What follows belongs to an exercise in optimizing a design on an open flow for small area and few clock cycles; a production flow would make more cautious choices. Function was checked by simulation only, so behaviour that the tests miss may differ from the original. No activity file was given, so power comes from the tool's default toggle rates.

--- flow/design.v ---
module stm_core (
    input  wire       clk,
    input  wire       rst,           
    input  wire       step_valid,
    input  wire [7:0] step_word,
    output wire       step_ready,
    output wire       resp_valid,
    output reg  [1:0] resp_code,     
    output wire [2:0] out_pins,
    output wire       diag_valid,
    output reg  [7:0] diag_data,
    input  wire       diag_ready
);
    localparam P_MAIN = 4'b0110;
    localparam P_HALT = 4'b0111;
    localparam P_TISR = 4'b1000;    
    localparam M_ENTER   = 3'b000;
    localparam M_CONSUME = 3'b001;
    localparam M_TICK    = 3'b010;
    localparam M_EXIT0   = 3'b011;
    localparam M_WAIT    = 3'b100;
    localparam M_PANIC   = 3'b101;
    localparam M_EXIT1   = 3'b111;
    localparam SP_ENTER  = 2'd0;
    localparam SP_SIGNAL = 2'd1;
    localparam SP_EXIT   = 2'd2;
    localparam SP_DONE   = 2'd3;
    localparam B_ENTER = 3'd0;
    localparam B_EDGE  = 3'd1;
    localparam B_ACK   = 3'd2;
    localparam B_EXIT  = 3'd3;
    localparam B_RET   = 3'd4;
    localparam B_PANIC = 3'd5;
    localparam E_BTN  = 2'd1;
    localparam E_OUT  = 2'd2;
    localparam E_DIAG = 2'd3;
    reg        state;        
    reg [3:0]  d2, d1, d0;   
    reg [2:0]  out;
    reg        pend;
    reg        btn;
    reg        edge_pend;
    reg        edge_defer;
    reg        tim_pend;
    reg [2:0]  mpos;
    reg [3:0]  pc;
    reg [1:0]  err;
    reg        wake;
    reg        flt_btn;
    reg [2:0]  flt_out;
    reg        flt_diag;
    reg [5:0]  em_idx;
    reg        em_b;         
    reg        line_pend;    
    reg        inc_pend;     
    wire       em_busy = (em_idx != 6'd63);
    wire [2:0] hpos = pc[2:0];      
    wire       ackd = pc[2];
    wire [1:0] spos = pc[1:0];
    wire [3:0] op  = step_word[7:4];
    wire [3:0] arg = step_word[3:0];
    reg legal;
    always @(*) begin
        case (op)
            4'h1, 4'h4, 4'h5, 4'hD: legal = (arg[3:1] == 3'b000);
            4'h3:                   legal = 1'b1;
            4'h2, 4'h6, 4'h7, 4'h8, 4'h9, 4'hA, 4'hB, 4'hC, 4'hE:
                                    legal = (arg == 4'h0);
            4'hF:                   legal = (arg == 4'h0) || (arg == 4'hF);
            default:                legal = 1'b0;
        endcase
    end
    wire in_main = (pc == P_MAIN);
    wire in_halt = (pc == P_HALT);
    wire in_tisr = pc[3];
    wire in_bisr = !pc[3] && !(pc[2] && pc[1]);
    reg en;
    always @(*) begin
        case (op)
            4'h5: en = in_main && mpos[1:0] == 2'b00 && (arg[0] ? edge_pend : tim_pend);
            4'h6: en = (in_tisr && spos == SP_DONE && ackd) ||
                       (in_bisr && hpos == B_RET);
            4'h7: en = (in_main && mpos == M_ENTER) ||
                       (in_tisr && spos == SP_ENTER) ||
                       (in_bisr && hpos == B_ENTER);
            4'h8: en = (in_main && mpos[1:0] == 2'b11) ||
                       (in_tisr && spos == SP_EXIT) ||
                       (in_bisr && hpos == B_EXIT);
            4'h9: en = in_tisr && spos == SP_SIGNAL;
            4'hA: en = in_main && mpos == M_CONSUME;
            4'hB: en = in_main && mpos == M_TICK;
            4'hC: en = in_bisr && hpos == B_EDGE;
            4'hD: en = arg[0] ? (in_bisr && hpos == B_ACK)
                              : (in_tisr && !ackd && (spos == SP_ENTER || spos == SP_DONE));
            4'hE: en = in_main && mpos == M_WAIT && wake;
            4'hF: en = arg[0] || (in_main && mpos == M_PANIC) || (in_bisr && hpos == B_PANIC);
            default: en = 1'b1;    
        endcase
    end
    wire em_last  = (em_idx == 6'd40);
    wire em_end   = em_busy && em_last && diag_ready;
    wire any_pend = line_pend || inc_pend;
    wire em_free  = !em_busy || (em_end && !any_pend);
    reg hold;
    always @(*) begin
        case (op)
            4'h1:       hold = line_pend;
            4'hB, 4'hC: hold = any_pend;
            4'hF:       hold = !em_free;
            default:    hold = 1'b0;
        endcase
    end
    assign step_ready = !hold;
    wire accept = step_valid && step_ready;
    wire exec   = accept && legal && en;
    assign resp_valid = accept;
    always @(*) begin
        if (!legal)   resp_code = 2'd2;
        else if (!en) resp_code = 2'd1;
        else          resp_code = 2'd0;
    end
    wire c0 = (d0 == 4'd9);
    wire c1 = c0 && (d1 == 4'd9);
    wire c2 = c1 && (d2 == 4'd9);
    wire [3:0] i0 = c0 ? 4'd0 : d0 + 4'd1;
    wire [3:0] i1 = c0 ? (c1 ? 4'd0 : d1 + 4'd1) : d1;
    wire [3:0] i2 = c1 ? (c2 ? 4'd0 : d2 + 4'd1) : d2;
    wire       run_inc = state && !btn;       
    wire       do_inc  = (op == 4'hB) && run_inc;
    wire ge25 = (d1 > 4'd2) || (d1 == 4'd2 && d0 >= 4'd5);
    wire ge50 = (d1 >= 4'd5);
    wire ge75 = (d1 > 4'd7) || (d1 == 4'd7 && d0 >= 4'd5);
    wire c125 = (d0 == 4'd4 && ((d1 == 4'd2 && (d2 == 4'd1 || d2 == 4'd6)) ||
                                (d1 == 4'd7 && (d2 == 4'd3 || d2 == 4'd8)))) ||
                (d0 == 4'd9 && ((d1 == 4'd4 && (d2 == 4'd2 || d2 == 4'd7)) ||
                                (d1 == 4'd9 && (d2 == 4'd4 || d2 == 4'd9))));
    reg [2:0] pat0;
    wire [2:0] pat = pat0 + {2'b00, do_inc && c125};
    always @(*) begin
        case (d2)
            4'd0: pat0 = 3'd0;
            4'd1: pat0 = ge25 ? 3'd1 : 3'd0;
            4'd2: pat0 = ge50 ? 3'd2 : 3'd1;
            4'd3: pat0 = ge75 ? 3'd3 : 3'd2;
            4'd4: pat0 = 3'd3;
            4'd5: pat0 = 3'd4;
            4'd6: pat0 = ge25 ? 3'd5 : 3'd4;
            4'd7: pat0 = ge50 ? 3'd6 : 3'd5;
            4'd8: pat0 = ge75 ? 3'd7 : 3'd6;
            default: pat0 = 3'd7;
        endcase
    end
    wire [2:0] wr_out;
    assign wr_out[0] = flt_out[0] ? out[0] : pat[0];
    assign wr_out[1] = (flt_out[0] || flt_out[1]) ? out[1] : pat[1];
    assign wr_out[2] = (flt_out != 3'b000) ? out[2] : pat[2];
    wire is_tick  = exec && (op == 4'hB);
    wire is_edge  = exec && (op == 4'hC);
    wire is_reset = exec && (op == 4'hF) && arg[0];
    wire is_panic = exec && (op == 4'hF) && !arg[0];
    wire io_ok    = !flt_btn && (flt_out == 3'b000);
    wire tick_ok  = is_tick && io_ok && !flt_diag;
    wire start_panic = is_panic && !flt_diag;
    wire defer = em_busy && !em_end;
    wire em_now = tick_ok && !em_busy;
    assign diag_valid = em_busy || em_now;
    assign out_pins   = is_reset ? 3'd0 :
                        ((is_tick || is_edge) && !flt_btn) ? wr_out : out;
    wire clr = rst || is_reset;
    always @(posedge clk) begin
        if (rst)
            btn <= 1'b0;
        else if (exec && op == 4'h1)
            btn <= arg[0];
    end
    always @(posedge clk) begin
        if (clr) begin
            state      <= 1'b0;
            d2         <= 4'd0;
            d1         <= 4'd0;
            d0         <= 4'd0;
            out        <= 3'd0;
            pend       <= 1'b0;
            edge_pend  <= 1'b0;
            edge_defer <= 1'b0;
            tim_pend   <= 1'b0;
            mpos       <= M_ENTER;
            wake       <= 1'b0;
            flt_btn    <= 1'b0;
            flt_out    <= 3'd0;
            flt_diag   <= 1'b0;
        end else if ((em_end && inc_pend) || (is_tick && !flt_btn && !defer && run_inc)) begin
            d2 <= i2;
            d1 <= i1;
            d0 <= i0;
        end
        if (clr) begin
        end else if (exec) begin
            case (op)
                4'h1: if (btn != arg[0]) begin
                    if (!edge_pend) edge_pend  <= 1'b1;
                    else            edge_defer <= 1'b1;
                end
                4'h2: tim_pend <= 1'b1;
                4'h3: begin
                    flt_btn <= arg[0];
                    flt_out <= arg[3:1];
                end
                4'h4: flt_diag <= arg[0];
                4'h5: wake <= 1'b1;
                4'h7: if (in_main) mpos <= M_CONSUME;
                4'h8: if (in_main) mpos <= {!mpos[2], 2'b00};
                4'h9: pend <= 1'b1;
                4'hA: begin
                    pend <= 1'b0;
                    mpos <= pend ? M_TICK : M_EXIT0;
                end
                4'hB: begin
                    if (flt_btn) begin
                        mpos <= M_PANIC;
                    end else begin
                        state <= !btn;
                        out <= wr_out;
                        mpos <= (flt_out != 3'b000 || flt_diag) ? M_PANIC : M_EXIT1;
                    end
                end
                4'hC: begin
                    if (!flt_btn) begin
                        state <= !btn;
                        out   <= wr_out;
                    end
                end
                4'hD: begin
                    if (arg[0]) begin
                        edge_pend  <= edge_defer;
                        edge_defer <= 1'b0;
                    end else begin
                        tim_pend <= 1'b0;
                    end
                end
                4'hE: begin
                    wake <= 1'b0;
                    mpos <= M_ENTER;
                end
                default: ;
            endcase
        end
    end
    always @(posedge clk) begin
        if (clr) begin
            pc <= P_MAIN;
        end else if (exec) begin
            case (op)
                4'h5: pc <= arg[0] ? {1'b0, B_ENTER} : P_TISR;
                4'h6: pc <= P_MAIN;
                4'hF: pc <= P_HALT;    
                4'h7: if (in_tisr) pc[1:0] <= SP_SIGNAL;
                      else if (in_bisr) pc[2:0] <= B_EDGE;
                4'h8: if (in_tisr) pc[1:0] <= SP_DONE;
                      else if (in_bisr) pc[2:0] <= B_RET;
                4'h9: pc[1:0] <= SP_EXIT;
                4'hC: pc[2:0] <= io_ok ? B_ACK : B_PANIC;
                4'hD: if (arg[0]) pc[2:0] <= B_EXIT;
                      else pc[2] <= 1'b1;
                default: ;
            endcase
        end
    end
    always @(posedge clk) begin
        if (exec && (op == 4'hB || op == 4'hC)) begin
            if (flt_btn)                err <= E_BTN;
            else if (flt_out != 3'b000) err <= E_OUT;
            else                        err <= E_DIAG;
        end
    end
    wire narrow = (d2 == 4'd0);
    wire panic  = in_halt;
    wire skip   = panic ? (em_idx == 6'd22 && err == E_BTN)
                        : (em_idx == 6'd17 && narrow);
    always @(posedge clk) begin
        if (rst) begin
            line_pend <= 1'b0;
            inc_pend  <= 1'b0;
        end else begin
            if (em_end) begin
                line_pend <= 1'b0;
                inc_pend  <= 1'b0;
            end
            if (is_tick && !flt_btn && defer) begin
                line_pend <= tick_ok;
                inc_pend  <= do_inc;
            end
        end
    end
    always @(posedge clk) begin
        if (tick_ok && !defer)
            em_b <= btn;
        else if (em_end && line_pend)
            em_b <= btn;
    end
    always @(posedge clk) begin
        if (rst)
            em_idx <= 6'd63;
        else if (start_panic)
            em_idx <= 6'd16;
        else if (tick_ok && !defer)
            em_idx <= (em_now && diag_ready) ? 6'd1 : 6'd0;
        else if (em_busy && diag_ready)
            em_idx <= em_last ? (line_pend ? 6'd0 : 6'd63) : em_idx + (skip ? 6'd2 : 6'd1);
    end
    wire [7:0] dg2 = {4'h3, d2};
    wire [7:0] dg1 = (narrow && d1 == 4'd0) ? 8'h20 : {4'h3, d1};
    wire [7:0] dg0 = {4'h3, d0};
    always @(*) begin
        diag_data = 8'h20;
        if (panic) begin
            case (em_idx)
                6'd16: diag_data = "P";
                6'd17: diag_data = "A";
                6'd18: diag_data = "N";
                6'd19: diag_data = "I";
                6'd20: diag_data = "C";
                6'd21: diag_data = ":";
                6'd22: diag_data = " ";
                6'd39: diag_data = 8'h0D;
                6'd40: diag_data = 8'h0A;
                default: begin
                    case (err)
                        E_BTN: case (em_idx)
                            6'd24: diag_data = "B";
                            6'd25: diag_data = "u";
                            6'd26: diag_data = "t";
                            6'd27: diag_data = "t";
                            6'd28: diag_data = "o";
                            6'd29: diag_data = "n";
                            6'd30: diag_data = "R";
                            6'd31: diag_data = "e";
                            6'd32: diag_data = "a";
                            6'd33: diag_data = "d";
                            6'd34: diag_data = "E";
                            6'd35: diag_data = "r";
                            6'd36: diag_data = "r";
                            6'd37: diag_data = "o";
                            default: diag_data = "r";
                        endcase
                        E_OUT: case (em_idx)
                            6'd23: diag_data = "O";
                            6'd24: diag_data = "u";
                            6'd25: diag_data = "t";
                            6'd26: diag_data = "p";
                            6'd27: diag_data = "u";
                            6'd28: diag_data = "t";
                            6'd29: diag_data = "W";
                            6'd30: diag_data = "r";
                            6'd31: diag_data = "i";
                            6'd32: diag_data = "t";
                            6'd33: diag_data = "e";
                            6'd34: diag_data = "E";
                            6'd35: diag_data = "r";
                            6'd36: diag_data = "r";
                            6'd37: diag_data = "o";
                            default: diag_data = "r";
                        endcase
                        default: case (em_idx)
                            6'd23: diag_data = "D";
                            6'd24: diag_data = "i";
                            6'd25: diag_data = "a";
                            6'd26: diag_data = "g";
                            6'd27: diag_data = "W";
                            6'd28: diag_data = "r";
                            6'd29: diag_data = "i";
                            6'd30: diag_data = "t";
                            6'd31: diag_data = "e";
                            6'd32: diag_data = "F";
                            6'd33: diag_data = "a";
                            6'd34: diag_data = "i";
                            6'd35: diag_data = "l";
                            6'd36: diag_data = "u";
                            6'd37: diag_data = "r";
                            default: diag_data = "e";
                        endcase
                    endcase
                end
            endcase
        end else begin
            case (em_idx)
                6'd0, 6'd63: diag_data = "b";    
                6'd1:  diag_data = "t";
                6'd2:  diag_data = "n";
                6'd3:  diag_data = ":";
                6'd5:  diag_data = em_b ? " " : "f";
                6'd6:  diag_data = em_b ? "t" : "a";
                6'd7:  diag_data = em_b ? "r" : "l";
                6'd8:  diag_data = em_b ? "u" : "s";
                6'd9:  diag_data = "e";
                6'd11: diag_data = "|";
                6'd13: diag_data = "c";
                6'd14: diag_data = "n";
                6'd15: diag_data = "t";
                6'd16: diag_data = ":";
                6'd18: diag_data = dg2;
                6'd19: diag_data = dg1;
                6'd20: diag_data = dg0;
                6'd22: diag_data = "|";
                6'd24: diag_data = "s";
                6'd25: diag_data = "t";
                6'd26: diag_data = "a";
                6'd27: diag_data = "t";
                6'd28: diag_data = "e";
                6'd29: diag_data = ":";
                6'd32: diag_data = em_b ? " " : "R";
                6'd33: diag_data = em_b ? "P" : "u";
                6'd34: diag_data = em_b ? "a" : "n";
                6'd35: diag_data = em_b ? "u" : "n";
                6'd36: diag_data = em_b ? "s" : "i";
                6'd37: diag_data = em_b ? "e" : "n";
                6'd38: diag_data = em_b ? "d" : "g";
                6'd39: diag_data = 8'h0D;
                6'd40: diag_data = 8'h0A;
                default: diag_data = 8'h20;
            endcase
        end
    end
endmodule
--- flow/flow/run.sh ---
#!/bin/bash
# Standard layout, with the standard synthesis's combinational logic re-mapped
# for area (registers untouched), the smallest buffer on the ports and no
# dummy loads on the clock tree.
# Each tool's output goes to its own log here.
set -euo pipefail
R=orfs/results/$FLOW_PLATFORM/stm_core/base
LIB=$FLOW_HOME/platforms/$FLOW_PLATFORM/lib/sky130_fd_sc_hd__tt_025C_1v80.lib
YOSYS=$FLOW_HOME/../tools/install/yosys/bin/yosys
[ -x "$YOSYS" ] || YOSYS=yosys

# 1. the standard synthesis, unchanged
bash standard.sh synth > log_synth.txt 2>&1

# 2. re-map the combinational logic (ABC deep synthesis, then area mapping)
cp $R/1_2_yosys.v std_synth.v
sed -e "s#LIBFILE#$LIB#g" -e "s#NETLIST#std_synth.v#" -e "s#OUTFILE#resyn.v#" flow/resyn.ys > resyn_run.ys
$YOSYS -s resyn_run.ys > log_resyn.txt 2>&1
cp resyn.v $R/1_2_yosys.v
rm -f $R/1_synth.odb $R/1_synth.sdc

# 3. the rest of the standard layout on the re-mapped netlist
bash standard.sh "BUFFER_PORTS_ARGS=-buffer_cell sky130_fd_sc_hd__buf_1" \
  "CTS_ARGS=-sink_clustering_enable -repair_clock_nets -dont_use_dummy_load" finish > log_layout.txt 2>&1
--- flow/flow/resyn.abc ---
strash
&get -n
&st
&deepsyn -T 600
&put
strash
&get -n
&st
&dch
&nf -R 1000
&put
topo
--- flow/flow/resyn.ys ---
# Re-map the combinational logic of the standard synthesis for area.
# The flip-flops (and the tie cell) are kept as they are, instance for
# instance, so every register keeps its name and cell type.
read_liberty -ignore_miss_func LIBFILE
read_verilog NETLIST
hierarchy -top stm_core
blackbox sky130_fd_sc_hd__dfxtp_1 sky130_fd_sc_hd__edfxtp_1 sky130_fd_sc_hd__conb_1
flatten
opt -purge
abc -script flow/resyn.abc -D 12000 -liberty LIBFILE -dont_use sky130_fd_sc_hd__lpflow_bleeder_1 -dont_use sky130_fd_sc_hd__lpflow_clkbufkapwr_1 -dont_use sky130_fd_sc_hd__lpflow_clkbufkapwr_16 -dont_use sky130_fd_sc_hd__lpflow_clkbufkapwr_2 -dont_use sky130_fd_sc_hd__lpflow_clkbufkapwr_4 -dont_use sky130_fd_sc_hd__lpflow_clkbufkapwr_8 -dont_use sky130_fd_sc_hd__lpflow_clkinvkapwr_1 -dont_use sky130_fd_sc_hd__lpflow_clkinvkapwr_16 -dont_use sky130_fd_sc_hd__lpflow_clkinvkapwr_2 -dont_use sky130_fd_sc_hd__lpflow_clkinvkapwr_4 -dont_use sky130_fd_sc_hd__lpflow_clkinvkapwr_8 -dont_use sky130_fd_sc_hd__lpflow_decapkapwr_12 -dont_use sky130_fd_sc_hd__lpflow_decapkapwr_3 -dont_use sky130_fd_sc_hd__lpflow_decapkapwr_4 -dont_use sky130_fd_sc_hd__lpflow_decapkapwr_6 -dont_use sky130_fd_sc_hd__lpflow_decapkapwr_8 -dont_use sky130_fd_sc_hd__lpflow_inputiso0n_1 -dont_use sky130_fd_sc_hd__lpflow_inputiso0p_1 -dont_use sky130_fd_sc_hd__lpflow_inputiso1n_1 -dont_use sky130_fd_sc_hd__lpflow_inputiso1p_1 -dont_use sky130_fd_sc_hd__lpflow_inputisolatch_1 -dont_use sky130_fd_sc_hd__lpflow_isobufsrc_1 -dont_use sky130_fd_sc_hd__lpflow_isobufsrc_16 -dont_use sky130_fd_sc_hd__lpflow_isobufsrc_2 -dont_use sky130_fd_sc_hd__lpflow_isobufsrc_4 -dont_use sky130_fd_sc_hd__lpflow_isobufsrc_8 -dont_use sky130_fd_sc_hd__lpflow_isobufsrckapwr_16 -dont_use sky130_fd_sc_hd__lpflow_lsbuf_lh_hl_isowell_tap_1 -dont_use sky130_fd_sc_hd__lpflow_lsbuf_lh_hl_isowell_tap_2 -dont_use sky130_fd_sc_hd__lpflow_lsbuf_lh_hl_isowell_tap_4 -dont_use sky130_fd_sc_hd__lpflow_lsbuf_lh_isowell_4 -dont_use sky130_fd_sc_hd__lpflow_lsbuf_lh_isowell_tap_1 -dont_use sky130_fd_sc_hd__lpflow_lsbuf_lh_isowell_tap_2 -dont_use sky130_fd_sc_hd__lpflow_lsbuf_lh_isowell_tap_4 -dont_use sky130_fd_sc_hd__probe_p_8 -dont_use sky130_fd_sc_hd__probec_p_8 
opt_clean -purge
hilomap -singleton -hicell sky130_fd_sc_hd__conb_1 HI -locell sky130_fd_sc_hd__conb_1 LO
insbuf -buf sky130_fd_sc_hd__buf_1 A X
splitnets
opt_clean -purge
check
stat -liberty LIBFILE
write_verilog -noattr -nohex -nodec OUTFILE
--- flow/standard.sh ---
#!/bin/bash
# synth_recipe.tcl (not shown) runs the flow's synth.tcl, then flattens the netlist and writes it again
# the make line also repeats each setting of config.mk as NAME=value (left out here)
make -C /OpenROAD-flow-scripts/flow DESIGN_CONFIG=/design/flow/config.mk WORK_HOME=/design/flow/orfs CLKGATE_MAP_FILE= SYNTH_SCRIPT=/design/flow/synth_recipe.tcl "${@:-finish}"
--- flow/config.mk ---
export PLATFORM = sky130hd
export DESIGN_NAME = stm_core
export DESIGN_NICKNAME = stm_core
export VERILOG_FILES = /design/flow/design.v
export SDC_FILE = /design/flow/constraint.sdc
export NUM_CORES = 4
export LEC_CHECK = 0
export CAP_MARGIN = 20
export CORE_MARGIN = 2
export CORE_UTILIZATION = 55
export GPL_TIMING_DRIVEN = 0
export SLEW_MARGIN = 20
--- flow/constraint.sdc ---
create_clock -name core_clock -period 12.0 [get_ports {clk}]
set_input_delay 2.4000 -clock core_clock [delete_from_list [all_inputs] [get_ports {clk}]]
set_output_delay 2.4000 -clock core_clock [all_outputs]
set_load 0.01 [all_outputs]
==> results.cfg, run 1 <==
[place]
placedInstanceArea_um2 = 3558
io_buffers = 26
dpl.hpwl_mm = 8.222
globalplace.congestion = 1.053

[grt]
grt_start_max_net_pins = 28
grt_overflow_total = 0
grt_first_pass_wirelength_mm = 17.57
track_usage_pct = 33.65
antenna_found_initial = 0
grt_pass1_vias = 3547

[route]
vias = 4166
vias_per_cell = 7.025
firstDrtPassIters = 5
drt_first_iter_violations = 448
antenna_violating_nets_post_route = 0
remaining_drc_errors = 0
drt_wl_total_mm = 11.24
post_drt_wl_per_cell_um = 18.95

[layout]
nets = 532
final-seq-area_um2 = 930.9
final_cell_area_um2 = 3627
filler_cell_count = 565
multi_input_area_um2 = 2361
antenna_cells = 0
final_layout_size_suffix_gt1_share_pct = 0.9653
syn_to_final_growth_pct = 7.730

[power]
power.leakage_nw = 1.232
power.density_nw_per_um2 = 157.6
worst_ir_drop_vdd_uv = 154.1

[critical_path]
kind_of_end_point_of_the_critical_path = output port
timing.critical_path.from = step_word[6]
timing.critical_path.required_ns = 9.60
worst_r2r_startpoint = em_idx[0]
timing.critical_path.from_type = input port
worst-path-max-fanout = 17
timing.critical_path.arrival_ns = 6.66
setup.worst_path.class = input port to output port

[clocking]
htreeDepth = 2
cts_inserted_buffers = 5
tritoncts = built
postCtsResizedCells = 0
worst_skew_pair.late_latency_ns = 0.30
post-cts-setup-buffers = 0
hold_buffers = 0
cts_max_path_buffers = 2
clock_sinks = 45
clk_pin_slew_worst_paths_ns = 0.07
root_buffer_cell = sky130_fd_sc_hd__clkbuf_8

[timing]
report.final.hold_viol_count = 0
worst-slew-pin-transition_ns = 0.9636
max_slew_margin_pct = 35.67
tns_ns = 0
fin_skew_ns = 0.02195
setup-violations-final = 0
min_period_over_period_pct = 75.49
fmax_mhz = 110.4
rsz0062_at_grt = false
timing_max_transition_violations_final = 0
layout_min_cycle_time_ns = 9.059

[logic_synthesis]
post_synth.cell_area_avg_um2 = 6.914
synthCells = 487
netlist_area_um2 = 3367
synthesis.yosys.warnings = 1
syn_nets = 499

[worst_hold_path]
min-delay-path-class = register to register
hold_path_startpoint = wake

[run_status]
status = complete, no violations

[floorplanning]
floorplan.initialDensity_pct = 56.87
row_count = 28
die_w_um = 82.24
overall_die_height_um = 82.24
placeableCoreArea_um2 = 5921
ios = 28
dieArea_um2 = 6763

[run]
timing.max_cap.violations = 0
[power by group]
group,internal (mW),total (mW),switching [mW]
logic,0.0888,0.277,0.188
registers,0.160,0.209,0.0499
clock network,0.0377,0.0850,0.0474
total,0.286,0.572,0.286
[through the flow]
stage               power [mW]  instances  setup WS [ns]  hold slack [ns]  util [%]
floorplan               0.3813        487          4.297           0.4452         -
global placement        0.4807        588          3.215           0.4691     60.10
detailed placement      0.4758        588          3.128           0.4607     60.10
CTS                     0.5592        593          3.121           0.4734     61.26
global route            0.6043        593          2.694           0.4958     61.26
finish                  0.5715        593          2.941           0.4749     61.26
[worst paths after layout]
| kind | end | slack [ns] | cells past startpoint |
|---|---|---|---|
| worst max-delay path | out_pins[2] | 2.94 | 17 |
| worst min-delay path | wake | 0.47 | 2 |
| worst max register to register | d1[3] | 6.08 | 17 |
| worst min register to register | wake | 0.47 | 2 |
[layout by cell type, fill, tap and decap left out, types with 3 or more instances in the layout]
master / n
sky130_fd_sc_hd__a21oi_1: 45
sky130_fd_sc_hd__nor4_1: 6
sky130_fd_sc_hd__a311oi_1: 3
sky130_fd_sc_hd__a211oi_1: 12
sky130_fd_sc_hd__a21o_1: 4
sky130_fd_sc_hd__a221oi_1: 3
sky130_fd_sc_hd__dfxtp_1: 42
sky130_fd_sc_hd__o22ai_1: 5
sky130_fd_sc_hd__nand2_1: 56
sky130_fd_sc_hd__clkbuf_8: 5
sky130_fd_sc_hd__nand3_1: 14
sky130_fd_sc_hd__nand3b_1: 3
sky130_fd_sc_hd__clkinv_1: 19
sky130_fd_sc_hd__buf_1: 27
sky130_fd_sc_hd__nor2b_1: 13
sky130_fd_sc_hd__and3_1: 11
sky130_fd_sc_hd__and2_0: 7
sky130_fd_sc_hd__o21a_1: 6
sky130_fd_sc_hd__or3_1: 3
sky130_fd_sc_hd__a32oi_1: 5
sky130_fd_sc_hd__or2_0: 3
sky130_fd_sc_hd__nor2_1: 67
sky130_fd_sc_hd__a22o_1: 6
sky130_fd_sc_hd__a21boi_0: 4
sky130_fd_sc_hd__xnor2_1: 3
sky130_fd_sc_hd__o21ai_0: 41
sky130_fd_sc_hd__a22oi_1: 6
sky130_fd_sc_hd__a31oi_1: 14
sky130_fd_sc_hd__nor3_1: 26
sky130_fd_sc_hd__edfxtp_1: 3
sky130_fd_sc_hd__o31ai_1: 5
sky130_fd_sc_hd__nand2b_1: 12
sky130_fd_sc_hd__o211ai_1: 5
sky130_fd_sc_hd__nor3b_1: 4
sky130_fd_sc_hd__a2111oi_0: 4
[state kept, by name, summed over array words and instances (netlist names), 2 cells and up]
name and cells:
d0 4, d1 4, d2 4, em_idx 6, err 2, flt_out 3, mpos 3, out 3
pc 4
[final cells by class]
class | instances | area share [%]
buffer | 1 | 0.1035
inverter | 19 | 1.966
sequential | 45 | 25.66
clock buffer | 5 | 1.897
tap | 75 | 2.587
timing repair buffer | 26 | 2.691
multi-input combinational | 422 | 65.09
[metal layers]
metal / global-route usage [%] / wire length [µm] / up-vias
li1: - / - / 1918
met1: 45.51 / 4644 / 1885
met2: 52.98 / 5078 / 315
met3: 5.109 / 1092 / 48
met4: 14.67 / 421 / 0
met5: 0 / 0 / -
[worst max-delay path: stages]
cell                       delay [ns]
sky130_fd_sc_hd__buf_1           0.55
sky130_fd_sc_hd__clkinv_1        0.25
sky130_fd_sc_hd__nand3_1         0.21
sky130_fd_sc_hd__o21a_1          0.25
sky130_fd_sc_hd__o21ai_0         0.13
sky130_fd_sc_hd__o211a_1         0.16
sky130_fd_sc_hd__a21oi_1         0.15
sky130_fd_sc_hd__and2_0          0.27
sky130_fd_sc_hd__nor2b_1         0.61
sky130_fd_sc_hd__and2_0          0.27
sky130_fd_sc_hd__nand2_1         0.19
sky130_fd_sc_hd__nor2_1          0.36
sky130_fd_sc_hd__nand2_1         0.15
sky130_fd_sc_hd__nor3_1          0.28
sky130_fd_sc_hd__and4b_1         0.24
sky130_fd_sc_hd__nor3_1          0.05
sky130_fd_sc_hd__buf_1           0.14
Testbench counts, summed over its fixed seeds: cycles 67,555.
==> run 2: changes to the inputs <==
--- a/flow/design.v
+++ b/flow/design.v
@@ -163,5 +163,5 @@
     wire start_panic = is_panic && !flt_diag;
     wire defer = em_busy && !em_end;
-    wire em_now = tick_ok && !em_busy;
+    wire em_now = 1'b0;
     assign diag_valid = em_busy || em_now;
     assign out_pins   = is_reset ? 3'd0 :
==> flow/flow/resyn.abc (replaced) <==
strash
&get -n
&st
&deepsyn -T 300
&put
strash
&get -n
&st
&dch
&nf -R 1000
&put
topo
==> run 2 against run 1 <==
Synthesized cell count is 0.41% lower. Cell count is 0.17% lower. Critical path type unchanged. Still clean. Critical endpoint unchanged. Worst setup slack gained 0.19 ns. Via count down 3.4%. Clock power barely moved. Largest cell class unchanged. Register-to-register slack got worse by 0.29 ns. Die area shrank 0.52%. Flip-flop and latch count unchanged. Wire length decreased by 6.0%. Non-clock buffer count is 1 higher.
==> results.cfg, run 2 <==
[run_status]
status = complete, no violations

[timing]
layout_min_cycle_time_ns = 8.870
report.final.hold_viol_count = 0
worst-slew-pin-transition_ns = 0.9689
rsz0062_at_grt = false
tns_ns = 0
min_period_over_period_pct = 73.91
max_slew_margin_pct = 35.16
setup_ws_ns = 3.130
setup-violations-final = 0
fin_skew_ns = 0.02076
fmax_mhz = 112.7
timing_max_transition_violations_final = 0

[route]
post_drt_wl_per_cell_um = 17.84
drt_first_iter_violations = 633
top_layer = met4
firstDrtPassIters = 5
drt_wl_total_mm = 10.56
met2_length_mm = 4.696
vias_per_cell = 6.799
antenna_violating_nets_post_route = 0
met1Wirelength_mm = 4.723
routed-wl-met3_um = 897
remaining_drc_errors = 0
vias = 4025

[clocking]
cts_inserted_buffers = 5
clk_pin_slew_worst_paths_ns = 0.08
tritoncts = built
htreeDepth = 2
post-cts-setup-buffers = 0
worst_skew_pair.late_latency_ns = 0.30
clock_sinks = 45
root_buffer_cell = sky130_fd_sc_hd__clkbuf_8
hold_buffers = 0
cts_max_path_buffers = 2
postCtsResizedCells = 0

[critical_path]
worst_r2r_endpoint = d2[3]
timing.critical_path.from_type = input port
worst_r2r_startpoint = em_idx[2]
cp_slowest_cell = sky130_fd_sc_hd__nor2_1
path_common_cell = sky130_fd_sc_hd__nand2_1
crit_path_max_incr_delay_ns = 0.58
worst_r2r_path_depth = 21
cp.buffers_inverters = 2
kind_of_end_point_of_the_critical_path = output port
critPathCapture = out_pins[2]
cp.depth = 15
cp_top_family = simple AND/OR/NAND/NOR gates
setup.worst_path.class = input port to output port
r2r_slack_ns = 5.79
worst-path-max-fanout = 17
crit_chain = buf_1 -> o21ai_0 -> o21ai_0 -> nand2_1 -> a22o_1 -> o31ai_1 -> and2_0 -> nand2_1 -> nor2_1 -> nand2_1 -> nor3_1 -> nand2b_1 -> or3_1 -> mux2i_1 -> buf_1
timing.critical_path.arrival_ns = 6.47
timing.critical_path.from = step_word[6]
timing.critical_path.required_ns = 9.60

[layout]
final-seq-area_um2 = 930.9
final_layout_size_suffix_gt1_share_pct = 1.161
filler_cell_count = 559
final_cell_mix = sky130_fd_sc_hd__nor2_1, sky130_fd_sc_hd__nand2_1, sky130_fd_sc_hd__a21oi_1, sky130_fd_sc_hd__dfxtp_1, sky130_fd_sc_hd__nor3_1
nets = 531
post-route-util_pct = 61.50
syn_to_final_growth_pct = 8.109
most_common_library_cell_in_the_layout_ignoring_fill_and_taps = sky130_fd_sc_hd__nor2_1
antenna_cells = 0
final_cell_area_um2 = 3620
multi_input_area_um2 = 2365
regMostFlops = em_idx
largest_reg_flops = 6

[power]
worst_ir_drop_vdd_uv = 94.27
power.density_nw_per_um2 = 120.3
power.leakage_nw = 1.286

[run]
timing.max_cap.violations = 0

[grt]
grt_start_max_net_pins = 23
track_usage_pct = 31.56
grt_pass1_vias = 3376
grt_first_pass_wirelength_mm = 16.66
antenna_found_initial = 0
grt_overflow_total = 0

[floorplanning]
floorplan.initialDensity_pct = 56.89
dieArea_um2 = 6728
die_w_um = 82.03
overall_die_height_um = 82.03
placeableCoreArea_um2 = 5886
ios = 28
row_count = 28

[place]
dpl.hpwl_mm = 7.744
placedInstanceArea_um2 = 3540
globalplace.congestion = 1.009
post-place-ws_ns = 3.260
io_buffers = 26

[logic_synthesis]
netlist_area_um2 = 3348
synthesis.yosys.warnings = 1
syn_nets = 497
post_synth.cell_area_avg_um2 = 6.904
synthCells = 485

[worst_hold_path]
hold_path_startpoint = wake
min-delay-path-class = register to register
[run 2: final cells by class]
class	count	area share [%]
multi-input combinational	426	65.33
clock buffer	5	1.901
tap	75	2.592
sequential	45	25.72
inverter	13	1.348
buffer	1	0.1037
timing repair buffer	27	3.007
[run 2: worst register-to-register path, cell delays in order, from the launching register on]
cell,delay [ns]
sky130_fd_sc_hd__dfxtp_1,0.53
sky130_fd_sc_hd__clkinv_1,0.27
sky130_fd_sc_hd__nand2_1,0.14
sky130_fd_sc_hd__nor2_1,0.26
sky130_fd_sc_hd__nand2_1,0.15
sky130_fd_sc_hd__nor3b_1,0.42
sky130_fd_sc_hd__and2_0,0.44
sky130_fd_sc_hd__nor2_1,0.09
sky130_fd_sc_hd__o31ai_1,0.34
sky130_fd_sc_hd__and2_0,0.20
sky130_fd_sc_hd__nand2_1,0.11
sky130_fd_sc_hd__nor2_1,0.58
sky130_fd_sc_hd__nand2_1,0.31
sky130_fd_sc_hd__nor3_1,0.47
sky130_fd_sc_hd__a22oi_1,0.13
sky130_fd_sc_hd__nor2_1,0.35
sky130_fd_sc_hd__and2_0,0.40
sky130_fd_sc_hd__nand2_1,0.20
sky130_fd_sc_hd__nor2_1,0.27
sky130_fd_sc_hd__a21oi_1,0.12
sky130_fd_sc_hd__o21ai_0,0.14
sky130_fd_sc_hd__a31oi_1,0.13
[run 2: where the power goes]
| part | total (mW) | leakage (nW) | internal [mW] | switching (mW) |
|---|---|---|---|---|
| Clock | 0.0850 | 0.0359 | 0.0376 | 0.0474 |
| Combinational | 0.163 | 0.891 | 0.0516 | 0.111 |
| Sequential | 0.188 | 0.359 | 0.157 | 0.0304 |
[run 2: metal layers]
| layer | global-route usage (%) | up-vias |
|---|---|---|
| met5 | 0 | - |
| met4 | 8.667 | 0 |
| met3 | 4.615 | 33 |
| met2 | 47.72 | 219 |
| met1 | 46.41 | 1875 |
| li1 | - | 1898 |
[run 2: stage by stage]
step           power, mW  hold slack (ns)  instances
3_3_place_gp      0.3463           0.4738        586
6_report          0.4356           0.4873        592
2_1_floorplan     0.2879           0.4477        485
3_5_place_dp      0.3433           0.4733        586
4_1_cts           0.4271           0.4872        591
5_1_grt           0.4543           0.5134        592
[run 2: worst min path at each step]
stage	to	slack [ns]	depth (start not counted)
floorplan	wake	0.45	2
global placement	pend	0.47	2
detailed placement	pend	0.47	2
CTS	pend	0.49	2
global route	tim_pend	0.51	2
finish	wake	0.49	2
Testbench counts of run 2, summed over its fixed seeds: cycles 67,587.
==> run 3: changes to the inputs <==
--- a/flow/design.v
+++ b/flow/design.v
@@ -163,6 +163,5 @@
     wire start_panic = is_panic && !flt_diag;
     wire defer = em_busy && !em_end;
-    wire em_now = 1'b0;
-    assign diag_valid = em_busy || em_now;
+    assign diag_valid = em_busy;
     assign out_pins   = is_reset ? 3'd0 :
                         ((is_tick || is_edge) && !flt_btn) ? wr_out : out;
@@ -305,5 +304,5 @@
             em_idx <= 6'd16;
         else if (tick_ok && !defer)
-            em_idx <= (em_now && diag_ready) ? 6'd1 : 6'd0;
+            em_idx <= 6'd0;
         else if (em_busy && diag_ready)
             em_idx <= em_last ? (line_pend ? 6'd0 : 6'd63) : em_idx + (skip ? 6'd2 : 6'd1);
@@ -385,5 +384,5 @@
         end else begin
             case (em_idx)
-                6'd0, 6'd63: diag_data = "b";    
+                6'd0:  diag_data = "b";
                 6'd1:  diag_data = "t";
                 6'd2:  diag_data = "n";
==> run 3 against run 2 <==
Clock skew grew 0.0055 ns. First-iteration DRC count decreased by 16%. Via count decreased by 1.1%. Hold slack got worse by 0.043 ns. Sequential power is 4% higher.
==> results.cfg, run 3 <==
[run_status]
status = complete, no violations

[timing]
timing_max_transition_violations_final = 0
layout_min_cycle_time_ns = 8.502
fin_skew_ns = 0.02622
tns_ns = 0
report.final.hold_viol_count = 0
worst-slew-pin-transition_ns = 1.097
setup-violations-final = 0
fmax_mhz = 117.6
rsz0062_at_grt = false
max_slew_margin_pct = 26.18
setup_ws_ns = 3.498
min_period_over_period_pct = 70.85

[power]
power.leakage_nw = 1.203
worst_ir_drop_vdd_uv = 172.6
power.density_nw_per_um2 = 123.6
power.total_uw = 446.4

[clocking]
htreeDepth = 2
root_buffer_cell = sky130_fd_sc_hd__clkbuf_8
tritoncts = built
clk_pin_slew_worst_paths_ns = 0.09
post-cts-setup-buffers = 0
cts_inserted_buffers = 5
hold_buffers = 0
postCtsResizedCells = 0
clock_sinks = 45
worst_skew_pair.late_latency_ns = 0.31
cts_max_path_buffers = 2

[critical_path]
crit_path_max_incr_delay_ns = 0.54
timing.critical_path.arrival_ns = 6.10
cp.buffers_inverters = 2
cp_top_family = simple AND/OR/NAND/NOR gates
kind_of_end_point_of_the_critical_path = output port
timing.critical_path.from_type = input port
timing.critical_path.required_ns = 9.60
worst-path-max-fanout = 17
crit_chain = buf_1 -> nor2_1 -> nand2_1 -> o21a_1 -> o21ai_0 -> o311a_1 -> a41oi_1 -> and2_0 -> nand2b_1 -> nor2b_1 -> nand2_1 -> nor3_1 -> and2_0 -> o21ai_0 -> a21oi_1 -> buf_1
cp_slowest_cell = sky130_fd_sc_hd__buf_1
setup.worst_path.class = input port to output port

[floorplanning]
floorplan.initialDensity_pct = 56.59
placeableCoreArea_um2 = 5921
ios = 28
dieArea_um2 = 6732
row_count = 28
overall_die_height_um = 82.05
die_w_um = 82.05

[route]
remaining_drc_errors = 0
antenna_violating_nets_post_route = 0
post_drt_wl_per_cell_um = 18.07
vias = 3982
vias_per_cell = 6.704
firstDrtPassIters = 5
drt_wl_total_mm = 10.73
drt_first_iter_violations = 534

[layout]
antenna_cells = 0
final_cell_mix = sky130_fd_sc_hd__nor2_1, sky130_fd_sc_hd__nand2_1, sky130_fd_sc_hd__a21oi_1, sky130_fd_sc_hd__o21ai_0, sky130_fd_sc_hd__dfxtp_1
filler_cell_count = 575
most_common_library_cell_in_the_layout_ignoring_fill_and_taps = sky130_fd_sc_hd__nor2_1
largest_reg_flops = 6
post-route-util_pct = 60.99
syn_to_final_growth_pct = 7.767
regMostFlops = em_idx
final_layout_size_suffix_gt1_share_pct = 0.9634
nets = 533

[place]
post-place-ws_ns = 3.661
io_buffers = 26
globalplace.congestion = 1.027
dpl.hpwl_mm = 7.836

[run]
timing.max_cap.violations = 0

[grt]
grt_start_max_net_pins = 27
grt_first_pass_wirelength_mm = 17.07
antenna_found_initial = 0
grt_pass1_vias = 3514
grt_overflow_total = 0
track_usage_pct = 32.67

[logic_synthesis]
post_synth.cell_area_avg_um2 = 6.866
netlist_area_um2 = 3351
synthCells = 488
syn_nets = 500
synthesis.yosys.warnings = 1

[worst_hold_path]
min-delay-path-class = register to register
[run 3: worst min-delay path: stages, from the launching register on]
cell	delay, ns
sky130_fd_sc_hd__dfxtp_1	0.32
sky130_fd_sc_hd__clkinv_1	0.04
sky130_fd_sc_hd__a21oi_1	0.04
[run 3: cell type report]
type | count | area (µm²) | area share (%)
Buffer | 1 | 3.754 | 0.1040
Clock buffer | 5 | 68.82 | 1.906
Inverter | 8 | 30.03 | 0.8316
Multi-Input combinational cell | 434 | 2386 | 66.08
Sequential cell | 45 | 930.9 | 25.78
Tap cell | 75 | 93.84 | 2.599
Timing Repair Buffer | 26 | 97.59 | 2.703
[run 3: power by group]
group          switching (mW)  internal, mW  total [mW]  leakage (nW)
logic                   0.115        0.0493       0.165         0.808
registers              0.0379         0.157       0.195         0.358
clock network          0.0488        0.0376      0.0865        0.0359
total                   0.202         0.244       0.446          1.20
[run 3: per-stage QoR]
step	cell area, µm²	std cells	hold WS (ns)
5_1_grt	3611	594	0.4792
3_3_place_gp	3542	589	0.4296
6_report	3611	594	0.4441
4_1_cts	3611	594	0.4471
2_1_floorplan	3351	488	0.4186
3_5_place_dp	3542	589	0.4328
[run 3: path summary, 6_finish.rpt]
check,from,to,slack (ns),depth (start not counted)
min,wake,wake,0.44,2
max,step_word[4],out_pins[2],3.50,16
min reg2reg,wake,wake,0.44,2
max reg2reg,em_idx[1],d2[3],5.50,20
[run 3: per-layer routing]
layer	GRT usage (%)	vias to the layer above	routed length, µm
li1	-	1891	-
met3	6.264	39	1049
met5	0	-	0
met2	46.34	231	4442
met4	11.83	0	327
met1	48.56	1821	4912
Testbench counts of run 3, summed over its fixed seeds: cycles 67,587.
==> run 4: changes to the inputs <==
--- a/flow/design.v
+++ b/flow/design.v
@@ -12,7 +12,8 @@
     input  wire       diag_ready
 );
-    localparam P_MAIN = 4'b0110;
-    localparam P_HALT = 4'b0111;
-    localparam P_TISR = 4'b1000;    
+    localparam C_MAIN = 2'd0;
+    localparam C_TISR = 2'd1;
+    localparam C_BISR = 2'd2;
+    localparam C_HALT = 2'd3;
     localparam M_ENTER   = 3'b000;
     localparam M_CONSUME = 3'b001;
@@ -44,5 +45,5 @@
     reg        tim_pend;
     reg [2:0]  mpos;
-    reg [3:0]  pc;
+    reg [2:0]  ctl;          
     reg [1:0]  err;
     reg        wake;
@@ -55,7 +56,7 @@
     reg        inc_pend;     
     wire       em_busy = (em_idx != 6'd63);
-    wire [2:0] hpos = pc[2:0];      
-    wire       ackd = pc[2];
-    wire [1:0] spos = pc[1:0];
+    wire [2:0] hpos = {ctl[0], mpos[1:0]};    
+    wire       ackd = ctl[0];
+    wire [1:0] spos = mpos[1:0];
     wire [3:0] op  = step_word[7:4];
     wire [3:0] arg = step_word[3:0];
@@ -71,8 +72,8 @@
         endcase
     end
-    wire in_main = (pc == P_MAIN);
-    wire in_halt = (pc == P_HALT);
-    wire in_tisr = pc[3];
-    wire in_bisr = !pc[3] && !(pc[2] && pc[1]);
+    wire in_main = (ctl[2:1] == C_MAIN);
+    wire in_tisr = (ctl[2:1] == C_TISR);
+    wire in_bisr = (ctl[2:1] == C_BISR);
+    wire in_halt = (ctl[2:1] == C_HALT);
     reg en;
     always @(*) begin
@@ -184,5 +185,4 @@
             edge_defer <= 1'b0;
             tim_pend   <= 1'b0;
-            mpos       <= M_ENTER;
             wake       <= 1'b0;
             flt_btn    <= 1'b0;
@@ -208,21 +208,7 @@
                 4'h4: flt_diag <= arg[0];
                 4'h5: wake <= 1'b1;
-                4'h7: if (in_main) mpos <= M_CONSUME;
-                4'h8: if (in_main) mpos <= {!mpos[2], 2'b00};
                 4'h9: pend <= 1'b1;
-                4'hA: begin
-                    pend <= 1'b0;
-                    mpos <= pend ? M_TICK : M_EXIT0;
-                end
-                4'hB: begin
-                    if (flt_btn) begin
-                        mpos <= M_PANIC;
-                    end else begin
-                        state <= !btn;
-                        out <= wr_out;
-                        mpos <= (flt_out != 3'b000 || flt_diag) ? M_PANIC : M_EXIT1;
-                    end
-                end
-                4'hC: begin
+                4'hA: pend <= 1'b0;
+                4'hB, 4'hC: begin
                     if (!flt_btn) begin
                         state <= !btn;
@@ -238,8 +224,5 @@
                     end
                 end
-                4'hE: begin
-                    wake <= 1'b0;
-                    mpos <= M_ENTER;
-                end
+                4'hE: wake <= 1'b0;
                 default: ;
             endcase
@@ -248,18 +231,28 @@
     always @(posedge clk) begin
         if (clr) begin
-            pc <= P_MAIN;
+            ctl  <= {C_MAIN, 1'b0};
+            mpos <= M_ENTER;
         end else if (exec) begin
             case (op)
-                4'h5: pc <= arg[0] ? {1'b0, B_ENTER} : P_TISR;
-                4'h6: pc <= P_MAIN;
-                4'hF: pc <= P_HALT;    
-                4'h7: if (in_tisr) pc[1:0] <= SP_SIGNAL;
-                      else if (in_bisr) pc[2:0] <= B_EDGE;
-                4'h8: if (in_tisr) pc[1:0] <= SP_DONE;
-                      else if (in_bisr) pc[2:0] <= B_RET;
-                4'h9: pc[1:0] <= SP_EXIT;
-                4'hC: pc[2:0] <= io_ok ? B_ACK : B_PANIC;
-                4'hD: if (arg[0]) pc[2:0] <= B_EXIT;
-                      else pc[2] <= 1'b1;
+                4'h5: ctl <= {arg[0] ? C_BISR : C_TISR, 1'b0};    
+                4'h6: begin
+                    ctl <= {C_MAIN, 1'b0};
+                    mpos[1:0] <= 2'b00;
+                end
+                4'h7: if (in_main)      mpos <= M_CONSUME;
+                      else if (in_tisr) mpos[1:0] <= SP_SIGNAL;
+                      else begin        ctl[0] <= 1'b0; mpos[1:0] <= B_EDGE[1:0]; end
+                4'h8: if (in_main)      mpos <= {!mpos[2], 2'b00};
+                      else if (in_tisr) mpos[1:0] <= SP_DONE;
+                      else begin        ctl[0] <= 1'b1; mpos[1:0] <= B_RET[1:0]; end
+                4'h9: mpos[1:0] <= SP_EXIT;
+                4'hA: mpos <= pend ? M_TICK : M_EXIT0;
+                4'hB: mpos <= (flt_btn || flt_out != 3'b000 || flt_diag) ? M_PANIC : M_EXIT1;
+                4'hC: if (io_ok) begin ctl[0] <= B_ACK[2];   mpos[1:0] <= B_ACK[1:0];   end
+                      else       begin ctl[0] <= B_PANIC[2]; mpos[1:0] <= B_PANIC[1:0]; end
+                4'hD: if (arg[0]) begin ctl[0] <= B_EXIT[2]; mpos[1:0] <= B_EXIT[1:0]; end
+                      else ctl[0] <= 1'b1;                       
+                4'hE: mpos <= M_ENTER;
+                4'hF: ctl[2:1] <= C_HALT;    
                 default: ;
             endcase
==> run 4 against run 3 <==
Clock skew is 0.0013 ns lower. Combinational power decreased by 14%. Sequential power barely moved. Highest routed layer unchanged.
==> results.cfg, run 4 <==
[run_status]
status = complete, no violations

[clocking]
post-cts-setup-buffers = 0
htreeDepth = 2
tritoncts = built
root_buffer_cell = sky130_fd_sc_hd__clkbuf_8
cts_inserted_buffers = 5
clk_pin_slew_worst_paths_ns = 0.09
clock_sinks = 44
worst_skew_pair.late_latency_ns = 0.30
hold_buffers = 0
cts_max_path_buffers = 2
postCtsResizedCells = 0

[layout]
antenna_cells = 0
final_cell_mix = sky130_fd_sc_hd__nor2_1, sky130_fd_sc_hd__nand2_1, sky130_fd_sc_hd__a21oi_1, sky130_fd_sc_hd__dfxtp_1, sky130_fd_sc_hd__o21ai_0
largest_reg_flops = 6
filler_cell_count = 574
most_common_library_cell_in_the_layout_ignoring_fill_and_taps = sky130_fd_sc_hd__nor2_1
regMostFlops = em_idx
syn_to_final_growth_pct = 7.962
final_layout_size_suffix_gt1_share_pct = 1.163
nets = 530
final-seq-area_um2 = 910.9
multi_input_area_um2 = 2345

[power]
power.total_uw = 419.6
power.leakage_nw = 1.213
power.density_nw_per_um2 = 117.2
worst_ir_drop_vdd_uv = 103.6
internal_power_uw = 241.3
share_of_total_power_in_the_clock_network_pct = 20.2
net-switching-power_uw = 178.2
sequentialPowerShare_pct = 46.0
share_comb_of_total_power_pct = 33.8
p_sw_share_pct = 42.48

[timing]
fin_skew_ns = 0.02492
setup_ws_ns = 3.419
max_slew_margin_pct = 37.69
min_period_over_period_pct = 71.50
timing_max_transition_violations_final = 0
rsz0062_at_grt = false
report.final.hold_viol_count = 0
tns_ns = 0
worst-slew-pin-transition_ns = 0.9261
timing.hold.ws_ns = 0.4539
setup-violations-final = 0
fmax_mhz = 116.5
layout_min_cycle_time_ns = 8.581

[floorplanning]
die_w_um = 81.65
row_count = 28
ios = 28
dieArea_um2 = 6666
floorplan.initialDensity_pct = 56.34
placeableCoreArea_um2 = 5886
overall_die_height_um = 81.65

[critical_path]
timing.critical_path.from_type = input port
timing.critical_path.arrival_ns = 6.18
crit_path_max_incr_delay_ns = 0.65
r2r_slack_ns = 6.81
crit_chain = buf_1 -> clkinv_1 -> nor2_1 -> o21ai_0 -> nor4_1 -> a221oi_1 -> o21ai_0 -> a211o_1 -> and3b_1 -> and2_0 -> nand2b_1 -> clkinv_1 -> nand2_1 -> nor3_1 -> nand2b_1 -> o21ai_0 -> buf_1
timing.critical_path.required_ns = 9.60
kind_of_end_point_of_the_critical_path = output port
path_common_cell = sky130_fd_sc_hd__o21ai_0
setup.worst_path.class = input port to output port
worst-path-max-fanout = 20
cp_slowest_cell = sky130_fd_sc_hd__buf_1

[route]
antenna_violating_nets_post_route = 0
vias_per_cell = 6.668
post_drt_wl_per_cell_um = 17.12
firstDrtPassIters = 5
remaining_drc_errors = 0
vias = 3941
drt_first_iter_violations = 426
drt_wl_total_mm = 10.12

[worst_hold_path]
min-delay-path-class = register to register

[grt]
track_usage_pct = 30.92
grt_first_pass_wirelength_mm = 16.26
grt_overflow_total = 0
antenna_found_initial = 0
grt_pass1_vias = 3383
grt_start_max_net_pins = 27

[place]
globalplace.congestion = 1.015
io_buffers = 26
post-place-ws_ns = 3.540
dpl.hpwl_mm = 7.409

[logic_synthesis]
netlist_area_um2 = 3316
synthCells = 485
syn_nets = 497
post_synth.cell_area_avg_um2 = 6.836
synthesis.yosys.warnings = 1

[run]
timing.max_cap.violations = 0
==> run 4: layout make-up <==
type	instances	share of cell area, %
sequential	44	25.45
tap	75	2.621
buffer	1	0.1049
multi-input combinational	424	65.50
timing repair buffer	26	2.726
clock buffer	5	1.922
inverter	16	1.678
==> run 4: routing by layer <==
metal	wire length (µm)	GRT usage (%)	up-vias
met4	227	8.833	0
met2	4308	45.98	206
li1	-	-	1887
met3	911	6.813	34
met5	0	0	-
met1	4670	44.72	1814
==> run 4: metrics by stage <==
stage | cells | utilization, % | instance area [µm²]
global placement | 586 | 59.59 | 3507
CTS | 591 | 60.76 | 3576
finish | 591 | 60.82 | 3580
floorplan | 485 | - | 3316
detailed placement | 586 | 59.59 | 3507
global route | 591 | 60.82 | 3580
==> run 4: power by group through the flow <==
stage | clock network (mW) | logic, mW | registers, mW
detailed placement | 0 | 0.135 | 0.194
CTS | 0.0867 | 0.136 | 0.191
global route | 0.0917 | 0.155 | 0.196
finish | 0.0846 | 0.142 | 0.193
floorplan | 0 | 0.0995 | 0.183
global placement | 0 | 0.135 | 0.195
==> run 4: final timing paths <==
kind	cells after the start	endpoint	from
setup / recovery	17	out_pins[2]	step_word[5]
hold / removal	2	edge_pend	edge_defer
setup reg to reg	18	d2[3]	em_idx[0]
hold reg to reg	2	edge_pend	edge_defer
==> run 4: critical path: cells and delay by family <==
kind                   cells  cell delay [ns]
AND/OR/NAND/NOR            8             1.87
buffers and inverters      4             1.14
AO/OA/AOI/OAI              5             0.76
Testbench counts of run 4, summed over its fixed seeds: cycles 67,587.
==> run 5: changes to the inputs <==
--- a/flow/design.v
+++ b/flow/design.v
@@ -21,5 +21,4 @@
     localparam M_EXIT0   = 3'b011;
     localparam M_WAIT    = 3'b100;
-    localparam M_PANIC   = 3'b101;
     localparam M_EXIT1   = 3'b111;
     localparam SP_ENTER  = 2'd0;
@@ -46,5 +45,4 @@
     reg [2:0]  mpos;
     reg [2:0]  ctl;          
-    reg [1:0]  err;
     reg        wake;
     reg        flt_btn;
@@ -57,4 +55,5 @@
     wire       em_busy = (em_idx != 6'd63);
     wire [2:0] hpos = {ctl[0], mpos[1:0]};    
+    wire [1:0] err  = mpos[1:0];
     wire       ackd = ctl[0];
     wire [1:0] spos = mpos[1:0];
@@ -76,4 +75,6 @@
     wire in_bisr = (ctl[2:1] == C_BISR);
     wire in_halt = (ctl[2:1] == C_HALT);
+    wire m_norm  = in_main && !ctl[0];        
+    wire panic_pos = ctl[0] && mpos[1:0] != 2'b00;
     reg en;
     always @(*) begin
@@ -85,15 +86,15 @@
                        (in_tisr && spos == SP_ENTER) ||
                        (in_bisr && hpos == B_ENTER);
-            4'h8: en = (in_main && mpos[1:0] == 2'b11) ||
+            4'h8: en = (m_norm && mpos[1:0] == 2'b11) ||
                        (in_tisr && spos == SP_EXIT) ||
                        (in_bisr && hpos == B_EXIT);
             4'h9: en = in_tisr && spos == SP_SIGNAL;
-            4'hA: en = in_main && mpos == M_CONSUME;
-            4'hB: en = in_main && mpos == M_TICK;
+            4'hA: en = m_norm && mpos == M_CONSUME;
+            4'hB: en = m_norm && mpos == M_TICK;
             4'hC: en = in_bisr && hpos == B_EDGE;
             4'hD: en = arg[0] ? (in_bisr && hpos == B_ACK)
                               : (in_tisr && !ackd && (spos == SP_ENTER || spos == SP_DONE));
             4'hE: en = in_main && mpos == M_WAIT && wake;
-            4'hF: en = arg[0] || (in_main && mpos == M_PANIC) || (in_bisr && hpos == B_PANIC);
+            4'hF: en = arg[0] || ((in_main || in_bisr) && panic_pos);
             default: en = 1'b1;    
         endcase
@@ -161,4 +162,5 @@
     wire is_panic = exec && (op == 4'hF) && !arg[0];
     wire io_ok    = !flt_btn && (flt_out == 3'b000);
+    wire [1:0] err_new = flt_btn ? E_BTN : (flt_out != 3'b000) ? E_OUT : E_DIAG;
     wire tick_ok  = is_tick && io_ok && !flt_diag;
     wire start_panic = is_panic && !flt_diag;
@@ -248,7 +250,8 @@
                 4'h9: mpos[1:0] <= SP_EXIT;
                 4'hA: mpos <= pend ? M_TICK : M_EXIT0;
-                4'hB: mpos <= (flt_btn || flt_out != 3'b000 || flt_diag) ? M_PANIC : M_EXIT1;
-                4'hC: if (io_ok) begin ctl[0] <= B_ACK[2];   mpos[1:0] <= B_ACK[1:0];   end
-                      else       begin ctl[0] <= B_PANIC[2]; mpos[1:0] <= B_PANIC[1:0]; end
+                4'hB: if (io_ok && !flt_diag) mpos <= M_EXIT1;
+                      else begin ctl[0] <= 1'b1; mpos[1:0] <= err_new; end
+                4'hC: if (io_ok) begin ctl[0] <= B_ACK[2]; mpos[1:0] <= B_ACK[1:0]; end
+                      else begin ctl[0] <= 1'b1; mpos[1:0] <= err_new; end
                 4'hD: if (arg[0]) begin ctl[0] <= B_EXIT[2]; mpos[1:0] <= B_EXIT[1:0]; end
                       else ctl[0] <= 1'b1;                       
@@ -259,11 +262,4 @@
         end
     end
-    always @(posedge clk) begin
-        if (exec && (op == 4'hB || op == 4'hC)) begin
-            if (flt_btn)                err <= E_BTN;
-            else if (flt_out != 3'b000) err <= E_OUT;
-            else                        err <= E_DIAG;
-        end
-    end
     wire narrow = (d2 == 4'd0);
     wire panic  = in_halt;
==> run 5 against run 4 <==
Hold slack got worse by 0.011 ns. First-iteration DRC count is 29% higher. Synthesized cell count is 0.21% lower. Still clean. Highest routed layer unchanged. Sequential power is essentially flat. Cell area fell by 1.2%. Non-clock buffer count did not move. Critical path type unchanged. Worst setup slack got worse by 0.33 ns.
==> results.cfg, run 5 <==
[floorplanning]
placeableCoreArea_um2 = 5851
die_w_um = 81.18
dieArea_um2 = 6589
row_count = 28
overall_die_height_um = 81.18
floorplan.initialDensity_pct = 55.99
ios = 28

[power]
power.total_uw = 430.4
power.density_nw_per_um2 = 121.7
power.leakage_nw = 1.202
worst_ir_drop_vdd_uv = 74.17

[route]
vias_per_cell = 6.673
remaining_drc_errors = 0
drt_first_iter_violations = 548
firstDrtPassIters = 5
antenna_violating_nets_post_route = 0
drt_wl_total_mm = 10.20
post_drt_wl_per_cell_um = 17.29
vias = 3937

[timing]
fmax_mhz = 112.2
fin_skew_ns = 0.03389
rsz0062_at_grt = false
setup-violations-final = 0
tns_ns = 0
max_slew_margin_pct = 34.09
worst-slew-pin-transition_ns = 0.9873
min_period_over_period_pct = 74.29
timing_max_transition_violations_final = 0
layout_min_cycle_time_ns = 8.915
report.final.hold_viol_count = 0

[clocking]
root_buffer_cell = sky130_fd_sc_hd__clkbuf_8
cts_inserted_buffers = 5
post-cts-setup-buffers = 0
postCtsResizedCells = 0
tritoncts = built
cts_max_path_buffers = 2
worst_skew_pair.late_latency_ns = 0.31
hold_buffers = 0
clock_sinks = 42
clk_pin_slew_worst_paths_ns = 0.09
htreeDepth = 2

[critical_path]
timing.critical_path.required_ns = 9.60
kind_of_end_point_of_the_critical_path = output port
timing.critical_path.from_type = input port
worst-path-max-fanout = 16
setup.worst_path.class = input port to output port
timing.critical_path.arrival_ns = 6.51

[grt]
grt_pass1_vias = 3345
grt_start_max_net_pins = 28
track_usage_pct = 31.99
grt_overflow_total = 0
antenna_found_initial = 0
grt_first_pass_wirelength_mm = 16.66

[place]
place_inst = 585
placedInstanceArea_um2 = 3467
io_buffers = 26
globalplace.congestion = 0.9692
dpl.hpwl_mm = 7.321

[layout]
antenna_cells = 0
final_cell_mix = sky130_fd_sc_hd__nor2_1, sky130_fd_sc_hd__nand2_1, sky130_fd_sc_hd__a21oi_1, sky130_fd_sc_hd__dfxtp_1, sky130_fd_sc_hd__o21ai_0
post-route-util_pct = 60.46
final_layout_size_suffix_gt1_share_pct = 0.9709
layoutNonFillerInstCount = 590
filler_cell_count = 587
regMostFlops = em_idx
nets = 529
largest_reg_flops = 6
final_cell_area_um2 = 3537
most_common_library_cell_in_the_layout_ignoring_fill_and_taps = sky130_fd_sc_hd__nor2_1
syn_to_final_growth_pct = 7.983

[logic_synthesis]
netlist_area_um2 = 3276
syn_nets = 496
synthCells = 484
post_synth.cell_area_avg_um2 = 6.768
synthesis.yosys.warnings = 1

[run]
timing.max_cap.violations = 0

[run_status]
status = complete, no violations

[worst_hold_path]
min-delay-path-class = register to register
[run 5: through the flow]
| step | setup slack, ns | hold slack [ns] |
|---|---|---|
| floorplan | 4.440 | 0.4167 |
| global placement | 3.272 | 0.4297 |
| detailed placement | 3.281 | 0.4350 |
| CTS | 3.265 | 0.4467 |
| global route | 2.480 | 0.4841 |
| finish | 3.085 | 0.4432 |
[run 5: critical path, cell delays in order]
cell and delay (ns):
sky130_fd_sc_hd__buf_1 0.50, sky130_fd_sc_hd__nand2_1 0.31, sky130_fd_sc_hd__nor2_1 0.20, sky130_fd_sc_hd__nand2_1 0.10, sky130_fd_sc_hd__nor2_1 0.29, sky130_fd_sc_hd__nor2_1 0.07
sky130_fd_sc_hd__a21oi_1 0.14, sky130_fd_sc_hd__a41oi_1 0.13, sky130_fd_sc_hd__o31ai_1 0.13, sky130_fd_sc_hd__a211oi_1 0.13, sky130_fd_sc_hd__nor2b_1 0.57, sky130_fd_sc_hd__nand2_1 0.33
sky130_fd_sc_hd__nor4_1 0.40, sky130_fd_sc_hd__nand2b_1 0.18, sky130_fd_sc_hd__nor4_1 0.42, sky130_fd_sc_hd__nor2_1 0.07, sky130_fd_sc_hd__buf_1 0.13
[run 5: where the power goes]
part	leakage, nW	total [mW]	internal (mW)	switching, mW
Sequential	0.342	0.191	0.147	0.0435
Clock	0.0359	0.0835	0.0376	0.0459
Combinational	0.824	0.156	0.0505	0.106
Total	1.20	0.430	0.235	0.195
[run 5: final timing paths]
| kind | from | depth (start not counted) | endpoint | slack, ns |
|---|---|---|---|---|
| worst max register to register | em_idx[3] | 18 | d2[3] | 5.83 |
| worst max-delay path | step_word[6] | 17 | out_pins[2] | 3.09 |
| worst min-delay path | edge_defer | 2 | edge_defer | 0.44 |
| worst min register to register | edge_defer | 2 | edge_defer | 0.44 |
[run 5: per-layer routing]
metal	wire, µm	GRT usage, %	part of all wire [%]
met3	972	4.333	9.5
met2	4319	45.29	42
met1	4740	49.29	46
met5	0	0	0
met4	169	10.17	1.7
[run 5: layout make-up]
cell class                      instances  area, µm²  area share, %
Buffer                                  1      3.754         0.1061
Clock buffer                            5      68.82          1.946
Inverter                               14      52.55          1.486
Multi-Input combinational cell        427       2370          67.00
Sequential cell                        42      850.8          24.05
Tap cell                               75      93.84          2.653
Timing Repair Buffer                   26      97.59          2.759
Testbench counts of run 5, summed over its fixed seeds: cycles 67,587.

[separate check: timing with driven ports]
The flow's constraints put no driver on any port. The routed layouts listed below were extracted and timed again, unchanged, in two steps.
Step 1 sets driving cells, clkbuf_16 on the clock port and buf_2 on the other inputs (assumed; they add their load-dependent delay and slew).
Step 2 times the ports against the registers' clock, not the clock port: input delays grow and output delays shrink by t, the midpoint of the rising clock arrivals with the driver on.
a / b / c = no drivers / after step 1 / after step 2; a / b = the first two.
| run | shift t [ns] | setup slack, ns | latest minus earliest clock arrival (ns) |
|---|---|---|---|
| run 1 | 0.317 | 2.941 / 2.917 / 2.917 | 0.022 / 0.023 |
| run 2 | 0.315 | 3.130 / 3.106 / 3.106 | 0.021 / 0.021 |
| run 3 | 0.322 | 3.498 / 3.470 / 3.470 | 0.026 / 0.026 |
| run 4 | 0.317 | 3.419 / 3.393 / 3.393 | 0.025 / 0.024 |
| run 5 | 0.319 | 3.085 / 3.061 / 3.061 | 0.034 / 0.034 |
After both steps setup and hold are still met in every run listed. For run 3, which loses most, drivers alone change the setup slack by -0.028 ns; drivers and shift together by -0.028 ns.
